Context: an optimization exercise on an open-source flow, tuned for small area, a short achievable clock period and few clock cycles. The choices shown serve that exercise and are no tape-out recipe. At most, simulation tests tie the RTL to the original design; equivalence was not proved. Power is estimated from default activity; no workload was simulated.

Setup of R:
## dlt645_rx
module dlt645_rx (
    input  wire        clk,
    input  wire        rst,           
    input  wire        strict,        
    input  wire        in_valid,
    output wire        in_ready,
    input  wire [31:0] in_data,
    input  wire [2:0]  in_nbytes,     
    output reg         out_valid,
    input  wire        out_ready,
    output reg         out_is_result,
    output reg  [31:0] out_data,
    output wire [2:0]  out_nbytes,
    output wire        out_ok,
    output reg  [2:0]  out_cause,
    output wire [15:0] out_count,
    output reg  [15:0] out_pre,
    output reg  [47:0] out_addr,
    output reg  [7:0]  out_ctrl,
    output reg  [7:0]  out_len,
    output reg  [7:0]  out_cs,
    output reg  [7:0]  out_end
);
For scale: about 1700 cells after synthesis, ~280 flip-flops, about 18000 um^2 of cells after synthesis.
Settings: LEC_CHECK=0, CAP_MARGIN=20, CORE_MARGIN=2, CORE_UTILIZATION=40, SLEW_MARGIN=20; clock period 4.0 ns.
run.sh (not shown) runs the stock make flow with config.mk's settings and CLKGATE_MAP_FILE= SYNTH_SCRIPT=/design/flow/synth_recipe.tcl, a recipe that flattens the netlist after the stock synthesis.
Layout checks on R: not met. Flow itself completed; violations: negative setup slack.
Testbench counts of R, summed over its fixed seeds: cycles 8,100.
diff inputs: R => T
diff --git a/flow/design.v b/flow/design.v
--- a/flow/design.v
+++ b/flow/design.v
@@ -29,23 +29,20 @@
     localparam [2:0] C_WRONG_START2 = 3'd2;
     localparam [2:0] C_BAD_CHECKSUM = 3'd4;
     localparam [2:0] C_WRONG_END    = 3'd5;
     localparam [1:0] S_PRE  = 2'd0;    
     localparam [1:0] S_HDR  = 2'd1;    
     localparam [1:0] S_BODY = 2'd2;    
     reg        strict_r;
     reg [31:0] bd;              
     reg [3:0]  bn;              
     reg [3:0]  dm;              
-    reg [31:0] qd;              
-    reg [3:0]  qn;
-    reg        qf;
     reg [1:0]  st;
     reg [15:0] cnt;
     reg [7:0]  sum_s, sum_c;    
     reg [23:0] pack;            
     reg        out_last;        
     reg [8:0]  out_off;         
     wire go = !out_valid || out_ready;
     wire pre_st  = (st == S_PRE);
     wire hdr_st  = (st == S_HDR);
     wire body_st = (st == S_BODY);
@@ -193,21 +190,21 @@
                           ofs_in(o, 1, 10, 12), ofs_in(o, 0, 10, 12)};
     wire [3:0] s3_h    = {o[1:0] == 2'd2, o[1:0] == 2'd3, o[1:0] == 2'd0, o[1:0] == 2'd1};
     wire [3:0] s3_b    = {fo == 2'd2, fo == 2'd3, fo == 2'd0, fo == 2'd1};
     wire [8:0] bk_p = blkf(v, 4'd0, p_e1, fe, 4'd0, 4'd0, strict_r);
     wire [8:0] bk_h = blkf(v, 4'd0, h_e2, fe, 4'd0, h_aln, strict_r);
     wire [8:0] bk_b = blkf(v, b_dat & (s3_b | b_last), b_end, fe, b_cs, 4'd0, strict_r);
     wire [8:0] bk   = pre_st ? bk_p : hdr_st ? bk_h : bk_b;
     wire       go2   = go && !csbad;
     wire [3:0] cons  = bk[4:1] & {4{go2}};
     wire       complete = !(|v) || (go2 && !bk[0]);
-    assign in_ready = !qf;
+    assign in_ready = complete;
     wire [3:0] r_nc  = e1 | e2 | (bend & v);             
     wire [3:0] dd    = {|r_nc[2:0], |r_nc[1:0], r_nc[0], 1'b0};
     wire [3:0] frst    = bk[8:5];
     wire [3:0] resc    = frst & r_nc & {4{go2}};
     wire       emit_n  = go2 && |frst;
     wire       emitr_n = go2 && |resc;
     wire       emit    = emit_n || csbad;
     wire       emit_r  = emitr_n || csbad;
     wire       cstake  = strict_r && |(bcs & cons);
     wire       evs1   = go2 && |s1;
@@ -287,55 +284,39 @@
     wire [1:0] fo_b = evs1 ? f0 : hdr_st ? o[1:0] : fo;
     wire [8:0] len10 = {1'b0, out_len} + 9'd10;
     wire [8:0] len11 = {1'b0, out_len} + 9'd11;
     wire [8:0] len12 = {1'b0, out_len} + 9'd12;
     wire [8:0] lsl12 = {1'b0, lsel} + 9'd12;
     wire       r_e2  = |(resc & e2);
     wire       r_end = |(resc & bend);
     wire [8:0] off_nx = csbad ? len10 :
                         r_e2  ? 9'd7 :
                         r_end ? (end_bad ? len11 : evlen ? lsl12 : len12) : 9'd0;
-    reg [3:0] in_mask;
-    always @* begin
-        case (in_nbytes)
-            3'd1:    in_mask = 4'b0001;
-            3'd2:    in_mask = 4'b0011;
-            3'd3:    in_mask = 4'b0111;
-            default: in_mask = 4'b1111;
-        endcase
-    end
-    wire take = in_valid && !qf;
     always @(posedge clk) begin
         strict_r <= strict;
         if (rst) begin
             bn <= 4'd0;
             dm <= 4'd0;
-            qf <= 1'b0;
+        end else if (in_valid && in_ready) begin
+            bd <= in_data;
+            dm <= 4'd0;
+            case (in_nbytes)
+                3'd1:    bn <= 4'b0001;
+                3'd2:    bn <= 4'b0011;
+                3'd3:    bn <= 4'b0111;
+                default: bn <= 4'b1111;
+            endcase
         end else if (complete) begin
+            bn <= 4'd0;
             dm <= 4'd0;
-            if (qf) begin
-                bd <= qd;
-                bn <= qn;
-                qf <= 1'b0;
-            end else if (take) begin
-                bd <= in_data;
-                bn <= in_mask;
-            end else begin
-                bn <= 4'd0;
-            end
         end else begin
             dm <= dm | cons;
-            if (take) begin
-                qd <= in_data;
-                qn <= in_mask;
-                qf <= 1'b1;
-            end
         end
     end
     always @(posedge clk) begin
         if (rst) begin
             out_valid <= 1'b0;
             st        <= S_PRE;
             cnt       <= 16'd0;
             csp       <= 1'b0;
         end else if (go) begin
             out_valid <= emit;
==> comparison <==
In T the implementation ran to completion but is not tape-out ready, as the final checks report negative setup slack. T against R: relative contribution of sequential cells to total power increased 1.7 points, wire length of the first global-routing pass increased about 8%, post-CTS setup repair buffer count increased 34, utilization increased 4.6 points. From R to T the numbers moved as follows: clock tree cell share of total cell area dropped 1.3 points, die boundary width lower. T vs R, worst setup path endpoint: in_ready vs out_count[15].
The RTL of T was laid out without a check of its function.

[port drivers added, routing unchanged]
Ports are ideal in the flow. The routed layouts listed here were re-timed in OpenROAD.
Step 1: set_driving_cell puts a clkbuf_16 on clk and a buf_2 on each other input, an assumption about the parent block.
Step 2 times the ports against the registers' clock, not the clock port: input delays grow and output delays shrink by t, the midpoint of the rising clock arrivals with the driver on.
Three values: no drivers, after step 1, after step 2; two values: the first two.
run	shift t [ns]	slack for setup (ns)	worst hold slack (ns)	slew at the worst register clock pin (ns)	pins driven straight from the clock port
R	0.636	-0.100 / -0.153 / 0.068	0.478 / 0.478 / 0.478	0.07 / 0.07	1
T	0.613	-0.397 / -0.452 / -0.196	0.501 / 0.501 / 0.501	0.07 / 0.07	1
